Background: an optimization exercise with open tools, aiming at small area. Do not read the settings as production practice. At most, simulation tests tie the RTL to the original design; equivalence was not proved. The RTL of runs 6 and 7 was laid out without a check of its function. Power and IR drop assume default switching activity.

`flow/config.mk`:
```
export PLATFORM = sky130hd
export DESIGN_NAME = cia402_fsm
export DESIGN_NICKNAME = cia402_fsm
export VERILOG_FILES = /design/flow/design.v
export SDC_FILE = /design/flow/constraint.sdc
export NUM_CORES = 4
export LEC_CHECK = 0
export CAP_MARGIN = 20
export CORE_AREA = 5 5 225 225
export DIE_AREA = 0 0 230 230
export PLACE_DENSITY = 0.7
export SLEW_MARGIN = 20
```
`flow/constraint.sdc`:
```
create_clock -name core_clock -period 8.0 [get_ports {clk}]
set_input_delay 1.6000 -clock core_clock [delete_from_list [all_inputs] [get_ports {clk}]]
set_output_delay 1.6000 -clock core_clock [all_outputs]
set_load 0.01 [all_outputs]
```
`flow/standard.sh`:
```
#!/bin/bash
# synth_recipe.tcl (not shown) runs the flow's synth.tcl, then flattens the netlist and writes it again
# the make line also repeats each setting of config.mk as NAME=value (left out here)
make -C /OpenROAD-flow-scripts/flow DESIGN_CONFIG=/design/flow/config.mk WORK_HOME=/design/flow/orfs CLKGATE_MAP_FILE= SYNTH_SCRIPT=/design/flow/synth_recipe.tcl "${@:-finish}"
```
`flow/flow/run.sh`:
```
#!/bin/bash
set -euo pipefail
export BUFFER_PORTS_ARGS="-buffer_cell sky130_fd_sc_hd__buf_1"
export CTS_ARGS="-sink_clustering_enable -repair_clock_nets -buf_list sky130_fd_sc_hd__clkbuf_4 -sink_clustering_size 10 -sink_clustering_max_diameter 40 -dont_use_dummy_load"
bash standard.sh > standard_flow.log 2>&1
```
`flow/design.v`:
```
module cia402_fsm (
  input  wire         clk,
  input  wire         rst,
  input  wire         start,
  input  wire         operational,
  input  wire         stop_req,
  input  wire [31:0]  cfg_target_vel,
  input  wire [7:0]   cfg_mode,
  input  wire [15:0]  cfg_max_torque,
  output wire         ex_req,
  input  wire         ex_valid,
  input  wire         ex_resp_fresh,
  input  wire [127:0] ex_in,
  input  wire [15:0]  ex_wkc,
  output wire [127:0] ex_out,
  output wire [2:0]   phase,
  output wire         exit_code,
  output wire [2:0]   dstate,
  output wire [32:0]  delta,
  output wire         delta_valid,
  output wire         moving,
  output wire         enable_evt,
  output wire [31:0]  enable_pos,
  output wire         report_valid,
  output wire [63:0]  report_cycle,
  output wire [15:0]  report_status,
  output wire [15:0]  report_control,
  output wire [31:0]  report_position,
  output wire [32:0]  report_delta,
  output wire [35:0]  report_rpm,
  output wire [31:0]  report_velocity,
  output wire [7:0]   report_mode,
  output wire [15:0]  report_wkc
);
  localparam [2:0] PH_IDLE   = 3'd0;
  localparam [2:0] PH_RUN    = 3'd1;
  localparam [2:0] PH_DRAIN  = 3'd2;
  localparam [2:0] PH_HALTED = 3'd3;
  localparam [2:0] PH_FAILED = 3'd4;
  localparam [8:0] LAP_FIRST   = 9'd12;     
  localparam [8:0] DRAIN_FIRST = 9'd462;    
  reg [2:0]   phase_q;
  reg         run_flag;
  reg [8:0]   lap_count;       
  reg [6:0]   cnt_lo;          
  reg [54:0]  cnt_hi;          
  reg         cnt_cy;          
  reg         cnt_flush;       
  reg         motor_enabled;
  reg [31:0]  start_pos;
  reg [15:0]  wkc;
  reg         cw7, cw3, cw21, cw0;  
  reg         tv_on;           
  reg         cfg_on;          
  reg [15:0]  in_status;
  reg [31:0]  in_pos;
  reg [31:0]  in_vel;
  reg [7:0]   in_mode;
  reg         enable_evt_q;
  reg         report_q;
  wire in_idle  = (phase_q == PH_IDLE);
  wire in_run   = (phase_q == PH_RUN);
  wire in_drain = (phase_q == PH_DRAIN);
  assign ex_req = (in_run && run_flag) || in_drain;
  wire do_start = in_idle && start && operational;
  wire do_sfail = in_idle && start && !operational;
  wire do_cycle = in_run && run_flag && ex_valid;
  wire do_stop  = in_run && !run_flag;
  wire do_drain = in_drain && ex_valid;
  wire take_in  = (do_cycle || do_drain) && ex_resp_fresh;
  wire [15:0] new_status = take_in ? ex_in[15:0]  : in_status;
  wire [31:0] new_pos    = take_in ? ex_in[47:16] : in_pos;
  wire s_fault = (new_status == 16'h1208);
  wire s_sod   = (new_status == 16'h1250);
  wire s_rtso  = (new_status == 16'h1231);
  wire s_swon  = (new_status == 16'h1233);
  wire s_open  = (new_status == 16'h1237) || (new_status == 16'h1637);
  wire s_known = s_fault || s_sod || s_rtso || s_swon || s_open;
  wire do_latch = do_cycle && s_open && !motor_enabled;
  wire       lap_end  = &lap_count;
  wire [8:0] lap_next = lap_end ? LAP_FIRST : lap_count + 9'd1;
  wire [6:0] cnt_lo_next = cnt_flush ? 7'd125 : cnt_lo + 7'd125;
  wire rot_win = do_cycle && (lap_count[8:7] == 2'b00) &&
                 (!lap_count[6] || (lap_count[5:2] == 4'b0000 && !(lap_count[1] && lap_count[0])));
  always @(posedge clk) begin
    if (rot_win) begin
      cnt_hi <= {(cnt_hi[0] ^ cnt_cy) & !cnt_flush, cnt_hi[54:1]};
      cnt_cy <= cnt_hi[0] & cnt_cy;
    end
    if (do_cycle && lap_end) begin
      cnt_lo <= cnt_lo_next;
      cnt_cy <= cnt_lo_next >= 7'd3;    
    end
  end
  always @(posedge clk) begin
    wkc <= ex_wkc;
    if (rst) begin
      phase_q       <= PH_IDLE;
      run_flag      <= 1'b1;
      lap_count     <= LAP_FIRST;
      cnt_flush     <= 1'b1;
      motor_enabled <= 1'b0;
      start_pos     <= 32'd0;
      cw7           <= 1'b0;
      cw3           <= 1'b0;
      cw21          <= 1'b0;
      cw0           <= 1'b0;
      tv_on         <= 1'b0;
      cfg_on        <= 1'b0;
      in_status     <= 16'd0;
      in_pos        <= 32'd0;
      in_vel        <= 32'd0;
      in_mode       <= 8'd0;
      enable_evt_q  <= 1'b0;
      report_q      <= 1'b0;
    end else begin
      enable_evt_q <= do_latch;
      report_q     <= do_cycle && lap_end;
      if (stop_req)
        run_flag <= 1'b0;
      if (do_start)
        phase_q <= PH_RUN;
      if (do_sfail)
        phase_q <= PH_FAILED;
      if (take_in) begin
        in_status <= ex_in[15:0];
        in_pos    <= ex_in[47:16];
        in_vel    <= ex_in[79:48];
        in_mode   <= ex_in[119:112];
      end
      if (do_cycle) begin
        cfg_on    <= 1'b1;
        lap_count <= lap_next;
        if (lap_end)
          cnt_flush <= 1'b0;
        if (s_known) begin
          cw7   <= s_fault;
          cw3   <= s_swon || s_open;
          cw21  <= !s_fault;
          cw0   <= s_rtso || s_swon || s_open;
          tv_on <= s_open;
        end
        if (do_latch) begin
          motor_enabled <= 1'b1;
          start_pos     <= new_pos;
        end
      end
      if (do_stop || do_drain) begin
        cfg_on <= 1'b1;
        cw7    <= 1'b0;
        cw3    <= 1'b0;
        cw21   <= 1'b0;
        cw0    <= 1'b0;
        tv_on  <= 1'b0;
      end
      if (do_stop) begin
        lap_count <= DRAIN_FIRST;
        phase_q   <= PH_DRAIN;
      end
      if (do_drain) begin
        lap_count <= lap_next;
        if (lap_end)
          phase_q <= PH_HALTED;
      end
    end
  end
  genvar gi;
  wire [32:0] dp = {in_pos[31], in_pos} ^ ~{start_pos[31], start_pos};
  wire [32:0] dg = {in_pos[31], in_pos} & ~{start_pos[31], start_pos};
  wire [34:0] dc;
  assign dc[0] = 1'b1;
  generate
    for (gi = 0; gi < 33; gi = gi + 2) begin : g_delta
      assign dc[gi+1] = dg[gi] | (dp[gi] & dc[gi]);
      if (gi + 1 < 33) begin : g_pair
        assign dc[gi+2] = dg[gi+1] | (dp[gi+1] & dg[gi]) | (dp[gi+1] & dp[gi] & dc[gi]);
      end
    end
  endgenerate
  wire [32:0] delta_s = dp ^ dc[32:0];
  wire [35:0] ra = {in_vel, 4'd0};
  wire [35:0] rb = ~{{4{in_vel[31]}}, in_vel};
  wire [35:0] rp = ra ^ rb;
  wire [35:0] rg = ra & rb;
  wire [36:0] rc;
  assign rc[0] = 1'b1;
  generate
    for (gi = 0; gi < 36; gi = gi + 2) begin : g_rpm
      assign rc[gi+1] = rg[gi] | (rp[gi] & rc[gi]);
      assign rc[gi+2] = rg[gi+1] | (rp[gi+1] & rg[gi]) | (rp[gi+1] & rp[gi] & rc[gi]);
    end
  endgenerate
  wire [35:0] rpm = rp ^ rc[35:0];
  wire hi_any  = |delta_s[31:10];
  wire hi_all  = &delta_s[31:10];
  wire lo_gt   = (&delta_s[9:5]) && (delta_s[4] || (delta_s[3] && (|delta_s[2:0])));
  wire lo_lt   = !(|delta_s[9:5]) && !(delta_s[4] && delta_s[3]);
  wire mv_pos  = !delta_s[32] && (hi_any || lo_gt);
  wire mv_neg  =  delta_s[32] && (!hi_all || lo_lt);
  wire [15:0] cw = {8'd0, cw7, 3'd0, cw3, cw21, cw21, cw0};
  assign ex_out = {8'd0,
                   cfg_on ? cfg_mode : 8'd0,
                   cfg_on ? cfg_max_torque : 16'd0,
                   16'd0,
                   tv_on ? cfg_target_vel : 32'd0,
                   32'd0,
                   cw};
  assign dstate = (in_status == 16'h1208) ? 3'd1 :
                  (in_status == 16'h1250) ? 3'd2 :
                  (in_status == 16'h1231) ? 3'd3 :
                  (in_status == 16'h1233) ? 3'd4 :
                  (in_status == 16'h1237 || in_status == 16'h1637) ? 3'd5 : 3'd0;
  assign phase       = phase_q;
  assign exit_code   = phase_q[2];
  assign delta       = delta_s;
  assign delta_valid = motor_enabled;
  assign moving      = motor_enabled && (mv_pos || mv_neg);
  assign enable_evt  = enable_evt_q;
  assign enable_pos  = start_pos;
  assign report_valid    = report_q;
  assign report_cycle    = {cnt_hi, cnt_lo, 2'b00};
  assign report_status   = in_status;
  assign report_control  = cw;
  assign report_position = in_pos;
  assign report_delta    = delta_s;
  assign report_rpm      = rpm;
  assign report_velocity = in_vel;
  assign report_mode     = in_mode;
  assign report_wkc      = wkc;
endmodule
```
==> results of run 1 <==
==> layout make-up <==
cell class | count | share of cell area, %
multi-input cells | 894 | 40.83
flip-flops and latches | 222 | 34.48
repair buffers | 550 | 14.29
well taps | 615 | 5.228
inverters | 116 | 2.958
clock buffers | 42 | 2.142
diodes | 4 | 0.06801
==> through the flow <==
| step | util, % | power (mW) | cells |
|---|---|---|---|
| 2_1_floorplan | - | 1.699 | 1403 |
| 3_3_place_gp | 30.08 | 1.879 | 2397 |
| 3_5_place_dp | 30.08 | 1.884 | 2397 |
| 4_1_cts | 30.74 | 2.548 | 2439 |
| 5_1_grt | 30.75 | 2.654 | 2441 |
| 6_report | 30.76 | 2.495 | 2443 |
==> per-layer routing <==
layer / vias to the layer above / track usage (%) / wire length [um]
met5: - / 0 / 34
met4: 4 / 6.071 / 1585
met3: 94 / 4.145 / 3384
met2: 474 / 24.06 / 19220
met1: 4989 / 17.17 / 16290
li1: 5239 / - / -
==> Yosys cell counts, drive strengths merged (31+ instances only) <==
| library cell | instances |
|---|---|
| dfxtp | 159 |
| nand2 | 143 |
| buf | 141 |
| nor2 | 125 |
| inv | 116 |
| a21oi | 91 |
| ha | 69 |
| edfxtp | 63 |
| and2 | 60 |
| a211oi | 42 |
| mux2i | 33 |
| fa | 31 |
==> cell families after synthesis <==
kind of cell	count (synthesis)	share of synthesized area [%]
AOI/OAI and AO/OA	215	12.15
DFF	222	41.14
other	1	0.03040
buffers and inverters	287	12.73
muxes	33	2.739
adders and majority gates	100	12.03
and+or+nand+nor	424	16.19
xor gates and xnor gates	42	2.982
==> power by group through the flow <==
| stage | logic, mW | registers (mW) | clock network (mW) |
|---|---|---|---|
| after detailed placement | 0.667 | 1.22 | 0 |
| after global placement | 0.662 | 1.22 | 0 |
| after floorplan | 0.479 | 1.22 | 0 |
| after CTS | 0.671 | 1.19 | 0.685 |
| after global routing | 0.734 | 1.20 | 0.724 |
| final | 0.665 | 1.19 | 0.638 |
==> registers in the layout (all words and copies together), names as in the netlist, 3 cells and up <==
signal	flops
cnt_lo	7
start_pos	32
in_mode	8
in_pos	32
cnt_hi	55
wkc	16
lap_count	9
in_status	16
phase_q	3
in_vel	32
==> worst max path at each step <==
stage / from / to / cells past startpoint
6_report: start_pos[0] / moving / 20
5_1_grt: start_pos[15] / moving / 17
4_1_cts: start_pos[15] / moving / 17
3_5_place_dp: start_pos[0] / moving / 20
3_3_place_gp: start_pos[0] / moving / 20
2_1_floorplan: ex_valid / cnt_cy / 4
==> impl_metrics.ini, run 1 <==
[run_status]
run_status = complete, no violations

[cells_and_area]
final_common_cell = buf_1
drive_above_1_share_pct = 5.099
multi_input_area_um2 = 6010
nets = 2133
final_area_um2 = 14720
seqCellArea_um2 = 5075
syn2layout_area_growth_pct = 19.32
fillers = 5134
final_cell_mix = buf_1, dfxtp_1, nand2_1, nor2_1, inv_1

[critical_path]
rr_startpoint = phase_q[0]
cp.buffers_inverters = 3
critPathRequiredTime_ps = 6400
r2r_cells = 10
reg2reg_slack_ps = 3500
cpMaxStageDelayCell = o21ai_0
crit_fanout = 4
max_stage_delay_ps = 470
crit_path_cell_trace = inv_1 > ha_1 > o21ai_0 > nand2_1 > a21oi_1 > o21ai_0 > a21oi_1 > o31ai_1 > o21a_1 > a21oi_1 > fa_1 > inv_1 > and3_1 > nand4_1 > nor3_1 > nand2_1 > a21oi_1 > a31o_2 > a31oi_1 > buf_1
end_kind = output port
critPathMostFrequentCell = a21oi_1
arrival_ps = 5430
timing.rr.end = start_pos[11]
worstSetupStartpointType = flip-flop
crit_family = compound AO/OA/AOI/OAI gates
path_class = reg2out

[synthesis]
yosys.cell_types.count = 63
synth_top_cell_by_area = dfxtp_1
synthTopCellsByArea = dfxtp_1, edfxtp_1, buf_4
synth_seq_cells = 222
yosys_warnings = 1
syn-instance-count = 1324
avgSynthCellArea_um2 = 9.316
synth_edf_count = 63
async_flop_share_pct = 0
synth_top_area_share_pct = 25.81
ys_seq_area_share_pct = 41.14
synthFlopType = dfxtp_1
syn_area_um2 = 12330

[pwr]
p_comb_share_pct = 26.7
pwr_density_cell_nw_per_um2 = 169.5
p_seq_share_pct = 47.8
irDropWorstVdd_mv = 0.1278
p_sw_uw = 844.6
p_leak_nw = 5.303
internal_power_mw = 1.650
p_sw_share_pct = 33.85
power_frac_clock_pct = 25.6

[sta]
worstMarginPinSlew_ps = 962.0
setup_ws_ps = 972.9
tns_ps = 0
rsz0062_at_grt = false
fin_crit_ps = 7027
whs_ps = 432.5
finClkSkew_ps = 74.88
min_period_over_period_pct = 87.84
timing.slew.headroom_pct = 35.87
maxSlewViolCount = 0
setup_viol = 0
fmax_mhz = 142.3
hold_violations = 0

[grt]
antenna_found_initial = 5
grt_usage_pct = 14.32
grt-ovfl-total = 0
grt_pass1_vias = 10360
grt_pass1_wl_mm = 59.86
grt_max_degree = 73

[place]
io_buffers = 544
routabilityCongestion = 0.8432
dp_hpwl_mm = 32.21
dp_slack_ps = 1762
placed_area_um2 = 14390

[clock_tree]
cts_resized = 0
cts_root_buf = clkbuf_4
cts.clk_slew.worst_paths_ps = 80
clock-sinks = 222
cts_tree = built
cts_setup_buffers = 0
holdBufCountCts = 0
htreeDepth = 2
clockBufferDepth = 3
clk_latency_ps = 710
numCtsBuffers = 42

[route]
via_per_inst = 4.421
wl_mm = 40.52
via_count = 10800
drc = 0
avgRoutedWirePerCell_um = 16.58
first_pass_iters = 5
drtIter0Drc = 413
ant_nets = 0

[floorplanning]
die_h_um = 230
rows = 80
start_util_pct = 25.78
die_x_um = 230
core_region_area_um2 = 47850
io_pins = 665
die_area_um2 = 52900

[worst_hold_path]
hp-start = cnt_hi[54]
holdPathStages = 0
worstHoldPathType = reg2reg
hold_end = cnt_hi[53]

[job]
max_cap_violations = 0
==> run 2: changes to the inputs <==
--- a/flow/design.v
+++ b/flow/design.v
@@ -79,18 +79,12 @@
   wire do_latch = do_cycle && s_open && !motor_enabled;
   wire       lap_end  = &lap_count;
   wire [8:0] lap_next = lap_end ? LAP_FIRST : lap_count + 9'd1;
-  wire [6:0] cnt_lo_next = cnt_flush ? 7'd125 : cnt_lo + 7'd125;
+  wire [6:0] cnt_lo_next = cnt_lo + 7'd125;
   wire rot_win = do_cycle && (lap_count[8:7] == 2'b00) &&
                  (!lap_count[6] || (lap_count[5:2] == 4'b0000 && !(lap_count[1] && lap_count[0])));
   always @(posedge clk) begin
-    if (rot_win) begin
+    if (rot_win)
       cnt_hi <= {(cnt_hi[0] ^ cnt_cy) & !cnt_flush, cnt_hi[54:1]};
-      cnt_cy <= cnt_hi[0] & cnt_cy;
-    end
-    if (do_cycle && lap_end) begin
-      cnt_lo <= cnt_lo_next;
-      cnt_cy <= cnt_lo_next >= 7'd3;    
-    end
   end
   always @(posedge clk) begin
     wkc <= ex_wkc;
@@ -98,6 +92,8 @@
       phase_q       <= PH_IDLE;
       run_flag      <= 1'b1;
       lap_count     <= LAP_FIRST;
+      cnt_lo        <= 7'd0;
+      cnt_cy        <= 1'b0;
       cnt_flush     <= 1'b1;
       motor_enabled <= 1'b0;
       start_pos     <= 32'd0;
@@ -131,8 +127,13 @@
       if (do_cycle) begin
         cfg_on    <= 1'b1;
         lap_count <= lap_next;
-        if (lap_end)
+        if (lap_end) begin
+          cnt_lo    <= cnt_lo_next;
+          cnt_cy    <= cnt_lo_next >= 7'd3;    
           cnt_flush <= 1'b0;
+        end
+        if (rot_win)
+          cnt_cy    <= cnt_hi[0] & cnt_cy;
         if (s_known) begin
           cw7   <= s_fault;
           cw3   <= s_swon || s_open;
==> impl_metrics.ini, run 2 <==
[synthesis]
async_flop_share_pct = 0
syn_area_um2 = 12180
synth_top_cell_by_area = dfxtp_1
yosys_warnings = 1
synth_edf_count = 55
synth_xor_area_share_pct = 3.021
synth_top_family_by_area = simple AND/OR/NAND/NOR gates
avgSynthCellArea_um2 = 9.127
synth_top_area_share_pct = 27.46
ys_seq_area_share_pct = 41.02
synthFlopType = dfxtp_1
synthAdderAreaFrac_pct = 12.29
synth_mux_area_share_pct = 2.795
syn-instance-count = 1334
synthTopCellsByArea = dfxtp_1, edfxtp_1, buf_4
synth_compound_area_share_pct = 11.07
synth_seq_cells = 222
yosys.cell_types.count = 65
synthSimpleGateAreaFrac_pct = 17.18
synth.most_common_cell = dfxtp_1
netlist_top_cells_count = dfxtp_1, nand2_1, buf_4

[pwr]
p_leak_nw = 5.520
irDropWorstVdd_mv = 0.1350
finalPower_mw = 2.458
pwr_density_cell_nw_per_um2 = 169.2

[floorplanning]
io_pins = 665
die_x_um = 230
core_region_area_um2 = 47850
rows = 80
start_util_pct = 25.45
die_h_um = 230
die_area_um2 = 52900

[critical_path]
reg2reg_slack_ps = 4280
max_stage_delay_ps = 470
end_kind = output port
cpMaxStageDelayCell = fa_1
worstSetupStartpointType = flip-flop
r2r_cells = 11
crit_path_cell_trace = inv_1 > ha_1 > o21ai_0 > nand2_1 > a21oi_1 > o21ai_1 > a21oi_1 > o31ai_1 > or2_2 > a31oi_1 > fa_1 > inv_1 > and3_1 > nand4_1 > nor3_1 > nand3_1 > a21oi_1 > a211oi_1 > buf_1
critPathMostFrequentCell = a21oi_1
crit_fanout = 4
critPathRequiredTime_ps = 6400
path_class = reg2out
arrival_ps = 5060
timing.rr.end = start_pos[1]
crit_start = start_pos[0]
rr_startpoint = phase_q[1]

[grt]
grt_pass1_vias = 10300
antenna_found_initial = 3
grt_usage_pct = 14.52
grt_pass1_wl_mm = 60.11
grt_max_degree = 74
grt-ovfl-total = 0

[sta]
min_period_over_period_pct = 83.27
finClkSkew_ps = 67.25
worstMarginPinSlew_ps = 926.3
setup_ws_ps = 1338
fin_crit_ps = 6662
maxSlewViolCount = 0
hold_violations = 0
timing.slew.headroom_pct = 38.25
tns_ps = 0
rsz0062_at_grt = false
setup_viol = 0
fmax_mhz = 150.1

[clock_tree]
cts_tree = built
cts_resized = 0
htreeDepth = 2
numCtsBuffers = 38
clk_latency_ps = 700
holdBufCountCts = 0
cts.clk_slew.worst_paths_ps = 90
clock-sinks = 222
cts_setup_buffers = 0
clockBufferDepth = 3
cts_root_buf = clkbuf_4

[worst_hold_path]
hp-start = cnt_hi[30]
hold_end = cnt_hi[29]
holdPathStages = 0
worstHoldPathType = reg2reg

[cells_and_area]
largest_reg_flops = 55
drive_above_1_share_pct = 3.433
final_common_cell = buf_1
nets = 2145
fillers = 5117
syn2layout_area_growth_pct = 19.29
final_cell_mix = buf_1, dfxtp_1, nand2_1, nor2_1, inv_1
seqCellArea_um2 = 4995
multi_input_area_um2 = 5951
max_flop_register = cnt_hi
final_area_um2 = 14520

[route]
drc = 0
via_per_inst = 4.461
ant_nets = 0
avgRoutedWirePerCell_um = 16.96
drtIter0Drc = 590
via_count = 10940
wl_mm = 41.59
first_pass_iters = 5

[place]
dp_hpwl_mm = 33.52
placed_area_um2 = 14230
io_buffers = 544
routabilityCongestion = 0.8885
dp_slack_ps = 1979

[job]
max_cap_violations = 0

[run_status]
run_status = complete, no violations
[run 2: worst max-delay path by stage]
stage / slack [ps] / to / cells past startpoint
after floorplan: 2840 / moving / 18
after global placement: 2030 / moving / 19
after detailed placement: 1980 / moving / 19
after CTS: 1160 / moving / 19
after global routing: 820 / moving / 19
final: 1340 / moving / 19
[run 2: power breakdown]
group / total [mW] / switching, mW / internal (mW) / leakage [nW]
clock network: 0.613 / 0.396 / 0.217 / 0.175
registers: 1.19 / 0.0207 / 1.17 / 1.83
logic: 0.656 / 0.425 / 0.232 / 3.51
total: 2.46 / 0.842 / 1.62 / 5.52
[run 2: cell families after synthesis]
logic type / after synthesis
AO/OA/AOI/OAI: 214
multiplexers: 34
AND/OR/NAND/NOR: 442
other: 1
XOR/XNOR: 42
flip-flops: 222
buffers and inverters: 278
adder cells (fa/ha/maj): 101
[run 2: through the flow]
stage	util, %	hold WS, ps	std cells
final	30.36	429.1	2452
after global routing	30.36	426.9	2452
after CTS	30.35	429.6	2450
after detailed placement	29.75	431.0	2412
after global placement	29.75	428.9	2412
after floorplan	-	427.2	1413
[run 2: routing by layer]
| layer | global-route usage [%] | vias to the layer above | part of all wire, % |
|---|---|---|---|
| li1 | - | 5265 | - |
| met1 | 16.60 | 5053 | 37 |
| met2 | 26.10 | 539 | 51 |
| met3 | 3.689 | 80 | 8.6 |
| met4 | 5.455 | 2 | 3.4 |
| met5 | 0 | - | 0.031 |
[run 2: cell type report]
class,instances,share of cell area (%)
Antenna cell,2,0.03446
Multi-Input combinational cell,913,40.97
Inverter,110,2.843
Tap cell,615,5.298
Timing Repair Buffer,552,14.50
Sequential cell,222,34.39
Clock buffer,38,1.964
[run 2: critical path: cells and delay by family, from the launching register on]
family | cells | cell delay (ps)
adders and majority gates | 2 | 770
AOI/OAI and AO/OA | 8 | 1870
and+or+nand+nor | 6 | 1030
DFF | 1 | 380
buffers and inverters | 3 | 350
==> run 3: changes to the inputs <==
==> flow/flow/run.sh (replaced) <==
#!/bin/bash
set -euo pipefail
export BUFFER_PORTS_ARGS="-buffer_cell sky130_fd_sc_hd__buf_1"
export CTS_ARGS="-sink_clustering_enable -repair_clock_nets -buf_list sky130_fd_sc_hd__clkbuf_4 -sink_clustering_size 10 -sink_clustering_max_diameter 40 -dont_use_dummy_load"
export SKIP_REPAIR_TIE_FANOUT=1
bash standard.sh > standard_flow.log 2>&1
==> impl_metrics.ini, run 3 <==
[pwr]
internal_power_mw = 1.629
p_seq_share_pct = 48.5
irDropWorstVdd_mv = 0.1276
p_sw_share_pct = 33.49
pwr_density_cell_nw_per_um2 = 172.1
power_frac_clock_pct = 25.6
p_leak_nw = 5.268
p_comb_share_pct = 25.9
p_sw_uw = 820.5

[clock_tree]
cts_tree = built
clk_latency_ps = 740
cts_root_buf = clkbuf_4
clockBufferDepth = 3
holdBufCountCts = 0
numCtsBuffers = 41
cts_resized = 0
htreeDepth = 2
clock-sinks = 222
cts.clk_slew.worst_paths_ps = 100
cts_setup_buffers = 0

[sta]
finClkSkew_ps = 147.9
hold_violations = 0
tns_ps = 0
fin_crit_ps = 6991
setup_viol = 0
fmax_mhz = 143.0
maxSlewViolCount = 0
timing.slew.headroom_pct = 36.89
rsz0062_at_grt = false
min_period_over_period_pct = 87.39
worstMarginPinSlew_ps = 946.6

[floorplanning]
die_area_um2 = 52900
start_util_pct = 25.45
rows = 80
die_x_um = 230
die_h_um = 230
core_region_area_um2 = 47850
io_pins = 665

[job]
max_cap_violations = 0

[grt]
grt_usage_pct = 14.76
grt_pass1_wl_mm = 60.51
grt_pass1_vias = 10110
grt_max_degree = 83
antenna_found_initial = 2
grt-ovfl-total = 0

[critical_path]
crit_fanout = 4
crit_start = start_pos[15]
crit_path_cell_trace = inv_1 > ha_1 > nand2_1 > nor3_1 > nand3_1 > o21ai_1 > a21oi_1 > o31ai_1 > or2_2 > a31oi_1 > fa_1 > inv_1 > or3_1 > nor4_1 > and3_1 > o2111ai_1 > a21oi_1 > a211oi_1 > buf_1
end_kind = output port
arrival_ps = 5390
path_class = reg2out
worstSetupStartpointType = flip-flop
rr_startpoint = phase_q[1]
cpMaxStageDelayCell = o31ai_1
critPathRequiredTime_ps = 6400
max_stage_delay_ps = 620

[place]
routabilityCongestion = 0.8747
dp_hpwl_mm = 33.54
placed_area_um2 = 13920
io_buffers = 544

[synthesis]
syn_area_um2 = 12180
async_flop_share_pct = 0
synth_top_cell_by_area = dfxtp_1
synth.most_common_cell = dfxtp_1
netlist_top_cells_count = dfxtp_1, nand2_1, buf_4
syn-instance-count = 1334
yosys_warnings = 1
avgSynthCellArea_um2 = 9.127
synth_edf_count = 55
synthFlopType = dfxtp_1
yosys.cell_types.count = 65
synthTopCellsByArea = dfxtp_1, edfxtp_1, buf_4
synth_seq_cells = 222
ys_seq_area_share_pct = 41.02
synth_top_area_share_pct = 27.46

[cells_and_area]
final_cell_mix = buf_1, dfxtp_1, nand2_1, nor2_1, inv_1
nets = 2067
drive_above_1_share_pct = 3.643
syn2layout_area_growth_pct = 16.91
fillers = 5114
max_flop_register = cnt_hi
final_area_um2 = 14230
final_common_cell = buf_1
fin_util_pct = 29.75
largest_reg_flops = 55

[route]
first_pass_iters = 4
via_per_inst = 4.434
drtIter0Drc = 454
via_count = 10530
avgRoutedWirePerCell_um = 17.60
ant_nets = 0
drc = 0
wl_mm = 41.77

[worst_hold_path]
hp-start = cnt_hi[36]
worstHoldPathType = reg2reg

[run_status]
run_status = complete, no violations
## run 3: path summary, 6_finish.rpt
kind,to,slack (ps),cells after the start
max reg2reg,start_pos[5],4260,10
min,cnt_hi[35],430,0
max,moving,1010,19
min reg2reg,cnt_hi[35],430,0
## run 3: through the flow
stage                     hold slack (ps)  instances  total power [mW]  setup slack [ps]
final                               428.2       2374             2.450              1009
after global routing                437.8       2374             2.600             618.4
after CTS                           439.8       2372             2.500             878.1
after detailed placement            432.7       2331             1.855              1773
after global placement              427.9       2331             1.852              1800
after floorplan                     427.2       1334             1.675              2840
## run 3: critical path: cells and delay by family, from the launching register on
kind / cells / cell delay (ps)
AOI/OAI and AO/OA: 7 / 1500
adders and majority gates: 2 / 870
DFF: 1 / 370
and+or+nand+nor: 7 / 1600
buffers and inverters: 3 / 310
## run 3: cell type report
type / count / area (um^2) / share of cell area (%)
antenna: 2 / 5.005 / 0.03516
sequential: 222 / 4995 / 35.09
inverter: 110 / 412.9 / 2.901
timing repair buffer: 550 / 2091 / 14.69
tap: 615 / 769.5 / 5.406
multi-input combinational: 834 / 5654 / 39.72
clock buffer: 41 / 307.8 / 2.162
## run 3: power by group through the flow
stage                     clock network [mW]  registers, mW  logic, mW
after CTS                              0.667           1.19      0.645
final                                  0.626           1.19      0.635
after global placement                     0           1.21      0.639
after floorplan                            0           1.22      0.459
after global routing                   0.705           1.19      0.702
after detailed placement                   0           1.21      0.641
## run 3: logic make-up after synthesis
kind of cell / after synthesis / synth area share [%]
and+or+nand+nor: 442 / 17.18
buffers and inverters: 278 / 12.59
DFF: 222 / 41.02
AOI/OAI and AO/OA: 214 / 11.07
adders and majority gates: 101 / 12.29
xor gates and xnor gates: 42 / 3.021
muxes: 34 / 2.795
other: 1 / 0.03080
## run 3: metal layers
layer / part of all wire [%] / wire [um] / global-route usage, % / up-vias
li1: - / - / - / 5199
met1: 38 / 15790 / 16.62 / 4829
met2: 51 / 21470 / 26.72 / 430
met3: 7.7 / 3213 / 4.022 / 68
met4: 3.1 / 1302 / 5.361 / 0
met5: 0 / 0 / 0 / -
==> run 4: changes to the inputs <==
==> flow/flow/run.sh (replaced) <==
#!/bin/bash
set -euo pipefail
export BUFFER_PORTS_ARGS="-buffer_cell sky130_fd_sc_hd__buf_1"
export CTS_ARGS="-sink_clustering_enable -repair_clock_nets -buf_list sky130_fd_sc_hd__clkbuf_4 -sink_clustering_size 10 -sink_clustering_max_diameter 40 -dont_use_dummy_load"
export SKIP_REPAIR_TIE_FANOUT=1
export PLACE_PINS_ARGS="-min_distance 1 -min_distance_in_tracks"
export SETUP_MOVE_SEQUENCE=unbuffer,sizeup,swap
bash standard.sh > standard_flow.log 2>&1
--- a/flow/config.mk
+++ b/flow/config.mk
@@ -6,7 +6,7 @@
 export NUM_CORES = 4
 export LEC_CHECK = 0
 export CAP_MARGIN = 20
-export CORE_AREA = 5 5 225 225
-export DIE_AREA = 0 0 230 230
+export CORE_AREA = 5 5 143 143
+export DIE_AREA = 0 0 148 148
 export PLACE_DENSITY = 0.7
 export SLEW_MARGIN = 20
==> impl_metrics.ini, run 4 <==
[run_status]
run_status = complete, no violations

[worst_hold_path]
hp-start = cnt_hi[11]
worstHoldPathType = reg2reg
holdPathStages = 0
hold_end = cnt_hi[10]

[cells_and_area]
nets = 2063
max_flop_register = cnt_hi
syn2layout_area_growth_pct = 12.75
final_cell_mix = buf_1, dfxtp_1, nand2_1, nor2_1, inv_1
final_common_cell = buf_1
fillers = 1567
seqCellArea_um2 = 4995
final_area_um2 = 13730
largest_reg_flops = 55
drive_above_1_share_pct = 3.423
layoutNonFillerInstCount = 1989
multi_input_area_um2 = 5654

[floorplanning]
core_region_area_um2 = 18710
io_pins = 665
die_x_um = 148
die_area_um2 = 21900
rows = 50
start_util_pct = 65.09
die_h_um = 148

[critical_path]
worstSetupStartpointType = flip-flop
arrival_ps = 4970
timing.rr.end = start_pos[11]
r2r_cells = 11
critPathRequiredTime_ps = 6400
rr_startpoint = phase_q[1]
end_kind = output port
path_class = reg2out
reg2reg_slack_ps = 4370
crit_fanout = 4

[pwr]
p_sw_share_pct = 32.44
p_sw_uw = 772.5
p_comb_share_pct = 26.1
p_leak_nw = 5.249
power_frac_clock_pct = 24.1
internal_power_mw = 1.609
irDropWorstVdd_mv = 0.1574
pwr_density_cell_nw_per_um2 = 173.5
p_seq_share_pct = 49.8

[place]
io_buffers = 544
placed_area_um2 = 13450
routabilityCongestion = 0.9389
place_inst = 1950
dp_hpwl_mm = 26.81

[grt]
grt_max_degree = 81
grt_pass1_vias = 10520
grt_pass1_wl_mm = 53.04
antenna_found_initial = 3
grt_usage_pct = 29.88
grt-ovfl-total = 0

[sta]
rsz0062_at_grt = false
fin_crit_ps = 6570
min_period_over_period_pct = 82.13
maxSlewViolCount = 0
fmax_mhz = 152.2
timing.slew.headroom_pct = 43.75
finClkSkew_ps = 76.49
worstMarginPinSlew_ps = 843.8
hold_violations = 0
setup_viol = 0
tns_ps = 0

[route]
ant_nets = 0
avgRoutedWirePerCell_um = 17.27
drc = 0
first_pass_iters = 5
via_count = 10740
wl_mm = 34.35
via_per_inst = 5.397
drtIter0Drc = 567

[synthesis]
synth_top_area_share_pct = 27.46
syn_area_um2 = 12180
avgSynthCellArea_um2 = 9.127
synthTopCellsByArea = dfxtp_1, edfxtp_1, buf_4
yosys_warnings = 1
async_flop_share_pct = 0
synth.most_common_cell = dfxtp_1
netlist_top_cells_count = dfxtp_1, nand2_1, buf_4
yosys.cell_types.count = 65
synthFlopType = dfxtp_1
synth_edf_count = 55
ys_seq_area_share_pct = 41.02
syn-instance-count = 1334
synth_seq_cells = 222
synth_top_cell_by_area = dfxtp_1

[clock_tree]
cts_root_buf = clkbuf_4
htreeDepth = 2
clock-sinks = 222
cts.clk_slew.worst_paths_ps = 100
clockBufferDepth = 3
numCtsBuffers = 37
cts_resized = 0
cts_tree = built
clk_latency_ps = 660
holdBufCountCts = 0
cts_setup_buffers = 0

[job]
max_cap_violations = 0
## run 4: layout make-up
type | count | area share (%)
Multi-Input combinational cell | 834 | 41.19
Sequential cell | 222 | 36.38
Timing Repair Buffer | 550 | 15.23
Inverter | 110 | 3.008
Tap cell | 234 | 2.133
Clock buffer | 37 | 2.023
Antenna cell | 2 | 0.03646
## run 4: through the flow
stage	hold WS [ps]	setup WS, ps	power [mW]	util [%]
finish	431.2	1430	2.381	73.39
global route	434.0	1122	2.522	73.38
CTS	432.2	1433	2.404	73.36
detailed placement	432.6	2186	1.826	71.88
global placement	428.4	2271	1.814	71.88
floorplan	427.2	2840	1.675	-
## run 4: worst max-delay path by stage
stage	start	endpoint	slack (ps)	cells past startpoint
after floorplan	start_pos[15]	moving	2840	18
after global placement	start_pos[13]	moving	2270	19
after detailed placement	start_pos[13]	moving	2190	19
after CTS	start_pos[13]	moving	1430	19
after global routing	start_pos[15]	moving	1120	19
final	start_pos[15]	moving	1430	19
## run 4: logic make-up (layout without fill, tap and decap cells)
| logic type | after synthesis | after routing | synth area share, % |
|---|---|---|---|
| other cells | 1 | 3 | 0.03080 |
| compound gates | 214 | 214 | 11.07 |
| xor+xnor | 42 | 42 | 3.021 |
| mux | 34 | 34 | 2.795 |
| buf+inv | 278 | 697 | 12.59 |
| flops | 222 | 222 | 41.02 |
| fa+ha+maj | 101 | 101 | 12.29 |
| simple gates | 442 | 442 | 17.18 |
## run 4: power groups by stage
| stage | Clock (mW) | Sequential [mW] | Combinational (mW) |
|---|---|---|---|
| after floorplan | 0 | 1.22 | 0.459 |
| after detailed placement | 0 | 1.21 | 0.614 |
| after global routing | 0.654 | 1.19 | 0.678 |
| final | 0.574 | 1.19 | 0.620 |
| after global placement | 0 | 1.21 | 0.602 |
| after CTS | 0.600 | 1.19 | 0.617 |
## run 4: layer usage
layer | GRT usage [%] | share of wire, % | vias up
li1 | - | - | 5194
met1 | 35.17 | 38 | 4870
met2 | 50.35 | 48 | 540
met3 | 8.155 | 9.8 | 127
met4 | 14.92 | 4.8 | 4
met5 | 0 | 0.055 | -
## run 4: worst max-delay path, stage by stage, from the launching register on
cell and delay [ps]:
dfxtp_1 360, inv_1 50, ha_1 340, nand2_1 90, nor3_1 240, nand3_1 110, o21ai_1 250, a21oi_1 170
o31ai_1 590, or2_2 220, a31oi_1 100, fa_1 500, inv_1 90, or3_1 350, nor4_1 160, and3_1 180
o2111ai_1 120, a21oi_1 140, a211oi_1 60, buf_1 160
==> run 5: changes to the inputs <==
==> flow/flow/run.sh (replaced) <==
#!/bin/bash
set -euo pipefail
export BUFFER_PORTS_ARGS="-buffer_cell sky130_fd_sc_hd__buf_1"
export CTS_ARGS="-sink_clustering_enable -repair_clock_nets -buf_list sky130_fd_sc_hd__clkbuf_4 -sink_clustering_size 10 -sink_clustering_max_diameter 40 -dont_use_dummy_load -distance_between_buffers 200 -root_buf sky130_fd_sc_hd__clkbuf_8"
export SKIP_REPAIR_TIE_FANOUT=1
bash standard.sh > standard_flow.log 2>&1
--- a/flow/config.mk
+++ b/flow/config.mk
@@ -6,7 +6,7 @@
 export NUM_CORES = 4
 export LEC_CHECK = 0
 export CAP_MARGIN = 20
-export CORE_AREA = 5 5 143 143
-export DIE_AREA = 0 0 148 148
+export CORE_AREA = 5 5 225 225
+export DIE_AREA = 0 0 230 230
 export PLACE_DENSITY = 0.7
 export SLEW_MARGIN = 20
==> impl_metrics.ini, run 5 <==
[critical_path]
crit_family = simple AND/OR/NAND/NOR gates
reg2reg_slack_ps = 4290
timing.rr.end = start_pos[5]
crit_fanout = 4
rr_startpoint = phase_q[1]
crit_path_cell_trace = inv_1 > ha_1 > nand2_1 > nor3_1 > nand3_1 > o21ai_1 > a21oi_1 > o31ai_1 > or2_2 > a31oi_1 > fa_1 > inv_1 > or3_1 > nor4_1 > and3_1 > o2111ai_1 > a21oi_1 > a211oi_1 > buf_1
arrival_ps = 5230
end_kind = output port
worstSetupStartpointType = flip-flop
cpMaxStageDelayCell = o31ai_1
r2r_cells = 10
max_stage_delay_ps = 630
critPathRequiredTime_ps = 6400
path_class = reg2out
cp.buffers_inverters = 3

[synthesis]
avgSynthCellArea_um2 = 9.127
synth_seq_cells = 222
ys_seq_area_share_pct = 41.02
synthTopCellsByArea = dfxtp_1, edfxtp_1, buf_4
synth_top_cell_by_area = dfxtp_1
yosys_warnings = 1
syn-instance-count = 1334
syn_area_um2 = 12180
synth.most_common_cell = dfxtp_1
synth_edf_count = 55
netlist_top_cells_count = dfxtp_1, nand2_1, buf_4
synthFlopType = dfxtp_1
synth_top_area_share_pct = 27.46
yosys.cell_types.count = 65
async_flop_share_pct = 0

[pwr]
irDropWorstVdd_mv = 0.1273
p_comb_share_pct = 25.5
internal_power_mw = 1.660
power_frac_clock_pct = 26.6
pwr_density_cell_nw_per_um2 = 174.2
p_sw_uw = 824.6
p_sw_share_pct = 33.19
p_seq_share_pct = 47.9
finalPower_mw = 2.484
p_leak_nw = 5.281

[floorplanning]
core_region_area_um2 = 47850
io_pins = 665
start_util_pct = 25.45
rows = 80
die_h_um = 230
die_x_um = 230
die_area_um2 = 52900

[route]
via_count = 10500
ant_nets = 0
avgRoutedWirePerCell_um = 17.59
wl_mm = 41.73
via_per_inst = 4.426
drtIter0Drc = 439
drc = 0
first_pass_iters = 5

[cells_and_area]
drive_above_1_share_pct = 3.643
fillers = 5113
nets = 2067
largest_reg_flops = 55
final_cell_mix = buf_1, dfxtp_1, nand2_1, nor2_1, inv_1
syn2layout_area_growth_pct = 17.15
final_common_cell = buf_1
max_flop_register = cnt_hi

[worst_hold_path]
hold_end = cnt_hi[35]
hp-start = cnt_hi[36]
holdPathStages = 0
worstHoldPathType = reg2reg

[sta]
setup_viol = 0
rsz0062_at_grt = false
fin_crit_ps = 6834
setup_ws_ps = 1166
min_period_over_period_pct = 85.43
timing.slew.headroom_pct = 37.30
worstMarginPinSlew_ps = 940.5
fmax_mhz = 146.3
tns_ps = 0
hold_violations = 0
whs_ps = 424.7
maxSlewViolCount = 0
finClkSkew_ps = 108.1

[grt]
grt_pass1_wl_mm = 60.51
grt_usage_pct = 14.76
antenna_found_initial = 1
grt_max_degree = 83
grt-ovfl-total = 0
grt_pass1_vias = 10110

[clock_tree]
cts.clk_slew.worst_paths_ps = 100
clk_latency_ps = 590
cts_root_buf = clkbuf_8
clockBufferDepth = 3
cts_resized = 0
htreeDepth = 2
cts_tree = built
cts_setup_buffers = 0
clock-sinks = 222
numCtsBuffers = 41
holdBufCountCts = 0

[place]
dp_hpwl_mm = 33.54
routabilityCongestion = 0.8747
io_buffers = 544
dp_slack_ps = 1773

[job]
max_cap_violations = 0

[run_status]
run_status = complete, no violations
run 5: cell counts after synthesis:
No cell type changed its count.
run 5: stage by stage:
stage / instance area [um^2] / cells / utilization [%]
6_report: 14260 / 2373 / 29.81
5_1_grt: 14260 / 2373 / 29.81
4_1_cts: 14260 / 2372 / 29.81
3_3_place_gp: 13920 / 2331 / 29.10
2_1_floorplan: 12180 / 1334 / -
3_5_place_dp: 13920 / 2331 / 29.10
run 5: power by group through the flow:
stage / Sequential, mW / Combinational (mW) / Clock [mW]
after floorplan: 1.22 / 0.459 / 0
after global placement: 1.21 / 0.639 / 0
after detailed placement: 1.21 / 0.641 / 0
after CTS: 1.19 / 0.645 / 0.701
after global routing: 1.19 / 0.702 / 0.740
final: 1.19 / 0.635 / 0.661
run 5: logic make-up after synthesis:
logic type	synth area share, %
multiplexers	2.795
other	0.03080
buffers and inverters	12.59
AO/OA/AOI/OAI	11.07
adder cells (fa/ha/maj)	12.29
AND/OR/NAND/NOR	17.18
XOR/XNOR	3.021
flip-flops	41.02
run 5: how the worst max path moves through the flow:
stage | from | end | slack (ps) | depth (start not counted)
final | start_pos[15] | moving | 1170 | 19
after global routing | start_pos[15] | moving | 810 | 19
after CTS | start_pos[15] | moving | 1070 | 19
after detailed placement | start_pos[15] | moving | 1770 | 19
after global placement | start_pos[15] | moving | 1800 | 19
after floorplan | start_pos[15] | moving | 2840 | 18
run 5: layout make-up:
type / count / area (um^2) / area share (%)
Antenna cell: 1 / 2.502 / 0.01754
Clock buffer: 41 / 339.1 / 2.377
Inverter: 110 / 412.9 / 2.895
Multi-Input combinational cell: 834 / 5654 / 39.64
Sequential cell: 222 / 4995 / 35.02
Tap cell: 615 / 769.5 / 5.395
Timing Repair Buffer: 550 / 2091 / 14.66
run 5: worst register-to-register path: stages, from the launching register on:
cell      delay (ps)
dfxtp_1          450
and3b_1          280
o211ai_1         360
buf_4            650
nand3_1          150
o21ai_1          170
nand2_1          200
nor2_4           420
buf_4            560
nor2_1           120
a211oi_1         210
run 5: per-layer routing:
| layer | routed length, um | track usage, % | vias to the layer above | share of wire (%) |
|---|---|---|---|---|
| met4 | 1310 | 5.361 | 0 | 3.1 |
| met5 | 0 | 0 | - | 0 |
| met1 | 15810 | 16.62 | 4811 | 38 |
| li1 | - | - | 5198 | - |
| met3 | 3229 | 4.022 | 69 | 7.7 |
| met2 | 21380 | 26.72 | 425 | 51 |
==> run 6: changes to the inputs <==
--- a/flow/design.v
+++ b/flow/design.v
@@ -1,3 +1,48 @@
+module cia402_addci #(parameter N = 36, parameter B = 8) (
+  input  wire [N-1:0] a,
+  input  wire [N-1:0] b,
+  input  wire         cin,
+  output wire [N-1:0] s
+);
+  localparam NB = (N + B - 1) / B;
+  wire [N-1:0] z;        
+  wire [N-1:0] ci;       
+  wire [N-1:0] co;       
+  wire [N-1:0] pa;       
+  wire [NB-1:0] bc;      
+  genvar i, j;
+  generate
+    for (i = 0; i < N; i = i + 1) begin : g_bit
+      if (i % B == 0) begin : g_first
+        if (i == 0) begin : g_lsb
+          assign ci[i] = cin;
+        end else begin : g_blk
+          assign ci[i] = 1'b0;
+        end
+        assign pa[i] = 1'b1;
+      end else begin : g_next
+        assign ci[i] = co[i-1];
+        assign pa[i] = pa[i-1] & z[i-1];
+      end
+      assign z[i]  = a[i] ^ b[i] ^ ci[i];
+      assign co[i] = (a[i] & b[i]) | (ci[i] & (a[i] ^ b[i]));
+      if (i < B) begin : g_b0
+        assign s[i] = z[i];
+      end else begin : g_bn
+        assign s[i] = z[i] ^ (bc[i / B] & pa[i]);
+      end
+    end
+    assign bc[0] = cin;
+    for (j = 1; j < NB; j = j + 1) begin : g_blkc
+      if (j == 1) begin : g_c1
+        assign bc[j] = co[B-1];
+      end else begin : g_cn
+        wire all1 = pa[j*B-1] & z[j*B-1];    
+        assign bc[j] = co[j*B-1] | (bc[j-1] & all1);
+      end
+    end
+  endgenerate
+endmodule
 module cia402_fsm (
   input  wire         clk,
   input  wire         rst,
@@ -79,12 +124,18 @@
   wire do_latch = do_cycle && s_open && !motor_enabled;
   wire       lap_end  = &lap_count;
   wire [8:0] lap_next = lap_end ? LAP_FIRST : lap_count + 9'd1;
-  wire [6:0] cnt_lo_next = cnt_lo + 7'd125;
+  wire [6:0] cnt_lo_next = cnt_flush ? 7'd125 : cnt_lo + 7'd125;
   wire rot_win = do_cycle && (lap_count[8:7] == 2'b00) &&
                  (!lap_count[6] || (lap_count[5:2] == 4'b0000 && !(lap_count[1] && lap_count[0])));
   always @(posedge clk) begin
-    if (rot_win)
+    if (rot_win) begin
       cnt_hi <= {(cnt_hi[0] ^ cnt_cy) & !cnt_flush, cnt_hi[54:1]};
+      cnt_cy <= cnt_hi[0] & cnt_cy;
+    end
+    if (do_cycle && lap_end) begin
+      cnt_lo <= cnt_lo_next;
+      cnt_cy <= cnt_lo_next >= 7'd3;    
+    end
   end
   always @(posedge clk) begin
     wkc <= ex_wkc;
@@ -92,8 +143,6 @@
       phase_q       <= PH_IDLE;
       run_flag      <= 1'b1;
       lap_count     <= LAP_FIRST;
-      cnt_lo        <= 7'd0;
-      cnt_cy        <= 1'b0;
       cnt_flush     <= 1'b1;
       motor_enabled <= 1'b0;
       start_pos     <= 32'd0;
@@ -127,13 +176,8 @@
       if (do_cycle) begin
         cfg_on    <= 1'b1;
         lap_count <= lap_next;
-        if (lap_end) begin
-          cnt_lo    <= cnt_lo_next;
-          cnt_cy    <= cnt_lo_next >= 7'd3;    
+        if (lap_end)
           cnt_flush <= 1'b0;
-        end
-        if (rot_win)
-          cnt_cy    <= cnt_hi[0] & cnt_cy;
         if (s_known) begin
           cw7   <= s_fault;
           cw3   <= s_swon || s_open;
@@ -165,33 +209,14 @@
       end
     end
   end
-  genvar gi;
-  wire [32:0] dp = {in_pos[31], in_pos} ^ ~{start_pos[31], start_pos};
-  wire [32:0] dg = {in_pos[31], in_pos} & ~{start_pos[31], start_pos};
-  wire [34:0] dc;
-  assign dc[0] = 1'b1;
-  generate
-    for (gi = 0; gi < 33; gi = gi + 2) begin : g_delta
-      assign dc[gi+1] = dg[gi] | (dp[gi] & dc[gi]);
-      if (gi + 1 < 33) begin : g_pair
-        assign dc[gi+2] = dg[gi+1] | (dp[gi+1] & dg[gi]) | (dp[gi+1] & dp[gi] & dc[gi]);
-      end
-    end
-  endgenerate
-  wire [32:0] delta_s = dp ^ dc[32:0];
-  wire [35:0] ra = {in_vel, 4'd0};
-  wire [35:0] rb = ~{{4{in_vel[31]}}, in_vel};
-  wire [35:0] rp = ra ^ rb;
-  wire [35:0] rg = ra & rb;
-  wire [36:0] rc;
-  assign rc[0] = 1'b1;
-  generate
-    for (gi = 0; gi < 36; gi = gi + 2) begin : g_rpm
-      assign rc[gi+1] = rg[gi] | (rp[gi] & rc[gi]);
-      assign rc[gi+2] = rg[gi+1] | (rp[gi+1] & rg[gi]) | (rp[gi+1] & rp[gi] & rc[gi]);
-    end
-  endgenerate
-  wire [35:0] rpm = rp ^ rc[35:0];
+  wire [32:0] delta_s;
+  cia402_addci #(.N(33), .B(7)) u_delta (
+    .a({in_pos[31], in_pos}), .b(~{start_pos[31], start_pos}), .cin(1'b1),
+    .s(delta_s));
+  wire [35:0] rpm;
+  cia402_addci #(.N(36), .B(8)) u_rpm (
+    .a({in_vel, 4'd0}), .b(~{{4{in_vel[31]}}, in_vel}), .cin(1'b1),
+    .s(rpm));
   wire hi_any  = |delta_s[31:10];
   wire hi_all  = &delta_s[31:10];
   wire lo_gt   = (&delta_s[9:5]) && (delta_s[4] || (delta_s[3] && (|delta_s[2:0])));
==> flow/flow/run.sh (replaced) <==
#!/bin/bash
set -euo pipefail
export BUFFER_PORTS_ARGS="-buffer_cell sky130_fd_sc_hd__buf_1"
export CTS_ARGS="-sink_clustering_enable -repair_clock_nets -buf_list sky130_fd_sc_hd__clkbuf_4 -sink_clustering_size 10 -sink_clustering_max_diameter 40 -dont_use_dummy_load"
export SKIP_REPAIR_TIE_FANOUT=1
bash standard.sh > standard_flow.log 2>&1
==> impl_metrics.ini, run 6 <==
[cells_and_area]
max_flop_register = cnt_hi
syn2layout_area_growth_pct = 18.73
seqCellArea_um2 = 5079
multi_input_area_um2 = 5473
nets = 1996
final_common_cell = buf_1
fillers = 5062
layoutNonFillerInstCount = 2326
fin_util_pct = 29.75
drive_above_1_share_pct = 6.729
final_cell_mix = buf_1, nand2_1, dfxtp_1, inv_1, a21oi_1
largest_reg_flops = 55

[worst_hold_path]
hold_end = cnt_hi[51]
hp-start = cnt_hi[52]
holdPathStages = 0
worstHoldPathType = reg2reg

[floorplanning]
start_util_pct = 25.06
core_region_area_um2 = 47850
die_h_um = 230
die_x_um = 230
die_area_um2 = 52900
io_pins = 665
rows = 80

[sta]
worstMarginPinSlew_ps = 791.0
hold_violations = 0
finClkSkew_ps = 100.3
timing.slew.headroom_pct = 47.07
setup_viol = 0
min_period_over_period_pct = 97.71
maxSlewViolCount = 0
fmax_mhz = 127.9
rsz0062_at_grt = true
fin_crit_ps = 7817

[synthesis]
netlist_top_cells_count = nand2_1, dfxtp_1, buf_4
async_flop_share_pct = 0
synthFlopType = dfxtp_1
syn-instance-count = 1280
yosys.cell_types.count = 67
yosys_warnings = 1
synth.most_common_cell = nand2_1
synth_compound_area_share_pct = 9.204
synth_top_area_share_pct = 26.55
synth_top_family_by_area = simple AND/OR/NAND/NOR gates
synth_top_cell_by_area = dfxtp_1
synth_mux_area_share_pct = 0.7618
synthAdderAreaFrac_pct = 11.52
synth_seq_cells = 222
ys_seq_area_share_pct = 42.32
avgSynthCellArea_um2 = 9.367
synthTopCellsByArea = dfxtp_1, edfxtp_1, fa_1
synthSimpleGateAreaFrac_pct = 19.09
syn_area_um2 = 11990
synth_xor_area_share_pct = 3.871
synth_edf_count = 63

[grt]
grt_pass1_wl_mm = 60.45
grt-ovfl-total = 0
grt_pass1_vias = 10810
antenna_found_initial = 1
grt_usage_pct = 14.30
grt_max_degree = 81

[place]
routabilityCongestion = 0.9382
io_buffers = 544
place_inst = 2274
dp_hpwl_mm = 31.48

[clock_tree]
cts_tree = built
htreeDepth = 2
clock-sinks = 222
clk_latency_ps = 730
cts_root_buf = clkbuf_4
cts.clk_slew.worst_paths_ps = 90
numCtsBuffers = 42
clockBufferDepth = 3
holdBufCountCts = 0

[pwr]
pwr_density_cell_nw_per_um2 = 188.6
p_leak_nw = 5.183
irDropWorstVdd_mv = 0.1741

[route]
drtIter0Drc = 540
drc = 0
avgRoutedWirePerCell_um = 17.34
via_per_inst = 4.517
first_pass_iters = 5
wl_mm = 40.32
via_count = 10510
ant_nets = 0

[critical_path]
crit_fanout = 6
reg2reg_slack_ps = 5050
path_class = reg2out
rr_startpoint = phase_q[0]
critPathRequiredTime_ps = 6400
crit_start = start_pos[7]
end_kind = output port
r2r_cells = 8
arrival_ps = 6220
timing.rr.end = start_pos[24]
worstSetupStartpointType = flip-flop

[run_status]
run_status = complete, no violations

[job]
max_cap_violations = 0
==> run 6: changes by cell type after synthesis, moves of 8 or more <==
cell / change
nor2_1: -90
nand2_1: +62
ha_1: -46
a211oi_1: -37
mux2i_1: -26
fa_1: +23
nor3_1: +18
a21o_1: +16
nor3b_1: +14
o21ai_0: -12
and3_1: +11
dfxtp_1: -8
edfxtp_1: +8
==> run 6: layer usage <==
layer,GRT usage [%],wire (um),vias to the layer above,part of all wire (%)
met5,0,0,-,0
met4,6.931,1981,0,4.9
met3,4.059,3332,108,8.3
met2,26.33,20520,519,51
met1,14.95,14490,4931,36
li1,-,-,4948,-
==> run 6: cell type report <==
type	count	area share (%)
multi-input cells	774	38.44
well taps	615	5.405
repair buffers	562	15.35
clock buffers	42	2.215
flip-flops and latches	222	35.67
inverters	109	2.874
diodes	2	0.03516
==> run 6: repair_timing <==
action                     4_1_cts  5_1_grt
setup endpoints to repair        1        2
gates resized for setup         33        7
pin swaps                       20        6
buffers inserted                 7        1
==> run 6: report_power, final <==
group | switching [mW] | total, mW | internal, mW
combinational | 0.551 | 0.863 | 0.312
sequential | 0.0188 | 1.19 | 1.17
clock | 0.392 | 0.630 | 0.239
total | 0.962 | 2.69 | 1.72
==> run 6: worst max-delay path by stage <==
stage                         to  slack [ps]
after detailed placement  moving         100
after global routing      moving        -120
final                     moving         180
after floorplan           moving         440
after global placement    moving         190
after CTS                 moving           4
==> run 6: critical path, cell delays in order (launching register included) <==
cell	delay [ps]
dfxtp_2	340
inv_1	50
ha_1	190
inv_1	80
fa_1	170
inv_1	60
fa_2	390
fa_2	380
fa_2	400
fa_2	400
fa_1	480
and4_4	220
and4_4	190
o2111a_1	250
or2_4	240
ha_4	280
and3_1	170
nand4_1	160
nor4_1	300
o2111ai_1	200
o41ai_1	290
a31oi_1	90
buf_2	160
==> run 6: metrics by stage <==
stage / hold WS [ps] / setup WS (ps) / TNS (ps) / power (mW) / area [um^2]
2_1_floorplan: 433.7 / 435.6 / 0 / 1.830 / 11990
5_1_grt: 419.9 / -122.8 / -122.8 / 2.842 / 14230
3_3_place_gp: 430.7 / 186.9 / 0 / 2.022 / 13720
3_5_place_dp: 431.0 / 102.0 / 0 / 2.032 / 13720
4_1_cts: 414.0 / 3.916 / 0 / 2.713 / 14190
6_report: 404.8 / 182.9 / 0 / 2.685 / 14240
==> run 6: logic make-up after synthesis <==
kind of cell / Yosys count
AO/OA/AOI/OAI: 177
XOR/XNOR: 53
adder cells (fa/ha/maj): 78
buffers and inverters: 284
flip-flops: 222
multiplexers: 9
other: 1
AND/OR/NAND/NOR: 456
==> run 7: changes to the inputs <==
--- a/flow/design.v
+++ b/flow/design.v
@@ -210,7 +210,7 @@
     end
   end
   wire [32:0] delta_s;
-  cia402_addci #(.N(33), .B(7)) u_delta (
+  cia402_addci #(.N(33), .B(5)) u_delta (
     .a({in_pos[31], in_pos}), .b(~{start_pos[31], start_pos}), .cin(1'b1),
     .s(delta_s));
   wire [35:0] rpm;
==> impl_metrics.ini, run 7 <==
[synthesis]
synthTopCellsByArea = dfxtp_1, edfxtp_1, fa_1
synth_edf_count = 63
syn-instance-count = 1230
async_flop_share_pct = 0
yosys.cell_types.count = 62
synth_top_cell_by_area = dfxtp_1
ys_seq_area_share_pct = 43.02
synthFlopType = dfxtp_1
synth_seq_cells = 222
synth.most_common_cell = dfxtp_1
synth_top_area_share_pct = 26.98
syn_area_um2 = 11800
yosys_warnings = 1
netlist_top_cells_count = dfxtp_1, nand2_1, buf_4
avgSynthCellArea_um2 = 9.590

[cells_and_area]
syn2layout_area_growth_pct = 18.48
fillers = 5066
fin_util_pct = 29.21
seqCellArea_um2 = 5077
multi_input_area_um2 = 5355
nets = 1946
final_cell_mix = buf_1, dfxtp_1, nand2_1, nor2_1, inv_1
drive_above_1_share_pct = 5.133
largest_reg_flops = 55
max_flop_register = cnt_hi
final_common_cell = buf_1

[sta]
rsz0062_at_grt = true
fin_crit_ps = 7764
min_period_over_period_pct = 97.05
fmax_mhz = 128.8
worstMarginPinSlew_ps = 1061
maxSlewViolCount = 0
finClkSkew_ps = 104.3
timing.slew.headroom_pct = 29.27
tns_ps = 0
setup_viol = 0
hold_violations = 0

[grt]
use_met2_pct = 25.92
antenna_found_initial = 5
use_met3_pct = 3.923
grt-ovfl-total = 0
grt_pass1_wl_mm = 60.66
grt_max_degree = 94
grtUsageMet1_pct = 16.26
grt-busiest-layer = met2
grt_pass1_vias = 10420
grt_usage_pct = 14.49

[critical_path]
arrival_ps = 6160
cpMaxStageDelayCell = or4_4
crit_family = adder cells
critPathMostFrequentCell = fa_2
path_class = reg2out
max_stage_delay_ps = 540
worstSetupStartpointType = flip-flop
crit_fanout = 4
cp.buffers_inverters = 3
end_kind = output port
critPathRequiredTime_ps = 6400
crit_path_cell_trace = inv_1 > ha_1 > fa_2 > fa_2 > fa_2 > fa_1 > and3_4 > a41o_1 > o21ai_2 > buf_4 > nand2b_1 > ha_1 > xor2_1 > or4_4 > nor4_2 > nand2_1 > or4_1 > o311a_1 > buf_1

[route]
wl_mm = 40.30
via_per_inst = 4.492
ant_nets = 0
drc = 0
drtIter0Drc = 427
via_count = 10220
avgRoutedWirePerCell_um = 17.72
first_pass_iters = 5

[floorplanning]
die_h_um = 230
io_pins = 665
start_util_pct = 24.65
die_area_um2 = 52900
core_region_area_um2 = 47850
rows = 80
die_x_um = 230

[clock_tree]
clk_latency_ps = 730
cts_root_buf = clkbuf_4
htreeDepth = 2
cts.clk_slew.worst_paths_ps = 110
clock-sinks = 222
cts_tree = built
numCtsBuffers = 41
clockBufferDepth = 3

[pwr]
irDropWorstVdd_mv = 0.1415
p_leak_nw = 4.643
pwr_density_cell_nw_per_um2 = 188.9

[job]
max_cap_violations = 0

[place]
routabilityCongestion = 0.9428
dp_hpwl_mm = 32.27
io_buffers = 544

[run_status]
run_status = complete, no violations

[worst_hold_path]
worstHoldPathType = reg2reg
[run 7: changes by cell type in the layout (fill, tap and decap cells not counted), moves of 19 or more]
cell      change
nor2_1       +70
mux2i_1      +28
nand2_1      -59
a21o_1       -32
inv_1        -19
a21oi_1      -23
nor3_1       -27
a211oi_1     +33
[run 7: cells by family (layout without fill, tap and decap cells)]
kind of cell               Yosys count  after routing  share of synthesized area (%)
other                                1              4                        0.03179
and+or+nand+nor                    434            434                          18.07
DFF                                222            222                          43.02
buffers and inverters              258            684                          12.29
muxes                               37             37                          3.150
AOI/OAI and AO/OA                  142            142                          7.382
xor gates and xnor gates            55             55                          4.084
adders and majority gates           81             81                          11.96
[run 7: per-stage QoR]
stage,setup WS [ps],instances,power [mW],area [um^2],hold slack (ps)
global route,-48.43,2272,2.800,13970,428.3
detailed placement,420.0,2227,2.004,13570,434.7
CTS,43.35,2269,2.671,13920,423.5
finish,235.8,2274,2.640,13980,438.5
global placement,517.9,2227,2.000,13570,429.4
floorplan,922.7,1230,1.790,11800,433.4
[run 7: path summary, 6_finish.rpt]
kind | slack [ps] | end | start | cells past startpoint
min reg2reg | 440 | cnt_hi[1] | cnt_hi[2] | 0
max | 240 | moving | start_pos[10] | 19
min | 440 | cnt_hi[1] | cnt_hi[2] | 0
max reg2reg | 4420 | start_pos[7] | phase_q[1] | 9
[run 7: power by group]
part | switching [mW] | total (mW) | internal (mW)
sequential | 0.0201 | 1.19 | 1.17
combinational | 0.523 | 0.814 | 0.291
clock | 0.399 | 0.632 | 0.233
[run 7: worst register-to-register path, stage by stage, from the launching register on]
cell and delay, ps:
dfxtp_1 430, and2b_1 330, o211a_4 620, mux2i_1 470, and4_1 320, nand2_1 220
nor2_4 120, buf_4 530, nor2_1 170, a211oi_1 230
[run 7: repair_timing]
item,4_1_cts,5_1_grt
pin swaps,2,4
hold buffers,0,0
setup endpoints to repair,5,7
buffers inserted,1,2
hold endpoints to repair,0,0
gates resized for setup,8,10
[run 7: final cells by class]
cell class / count / share of cell area, %
multi-input combinational: 750 / 38.32
sequential: 222 / 36.33
timing repair buffer: 555 / 15.23
tap: 615 / 5.506
inverter: 88 / 2.363
clock buffer: 41 / 2.202
antenna: 3 / 0.05372
[run 7: layer usage]
layer  part of all wire, %  vias up  wire, um
met5                 0.032        -        13
met2                    50      464     20310
met3                   7.8      102      3133
li1                      -     4809         -
met4                   4.1        2      1655
met1                    38     4838     15190

## what the ideal ports hide
The results above use ideal ports. As a check the final layouts listed here were re-extracted and re-timed, cells and wires unchanged. Step 1: set_driving_cell puts a clkbuf_16 on clk and a buf_2 on each other input, an assumption about the parent block. Step 2 also shifts input and output timing later by t, the mid clock arrival at the registers, as if the neighbouring blocks saw the same clock. Three values: ideal ports, drivers, drivers and shift; two values: the first two.
run	t, ns	setup WS [ns]	worst setup path at the end	clock arrival spread, ns	slew at the worst register clock pin (ns)
run 1	0.724	0.973 / 0.923 / 1.647	register to output	0.078 / 0.078	0.11 / 0.11
run 2	0.723	1.338 / 1.288 / 2.010	register to output	0.072 / 0.071	0.11 / 0.11
run 3	0.717	1.009 / 0.955 / 1.672	register to output	0.149 / 0.150	0.11 / 0.11
run 4	0.656	1.430 / 1.385 / 2.041	register to output	0.099 / 0.100	0.10 / 0.10
run 5	0.586	1.166 / 1.113 / 1.699	register to output	0.108 / 0.108	0.10 / 0.10
run 6	0.719	0.183 / 0.140 / 0.859	register to output	0.110 / 0.109	0.10 / 0.10
run 7	0.726	0.236 / 0.190 / 0.915	register to output	0.105 / 0.105	0.11 / 0.11
After both steps setup and hold are still met in every run listed.
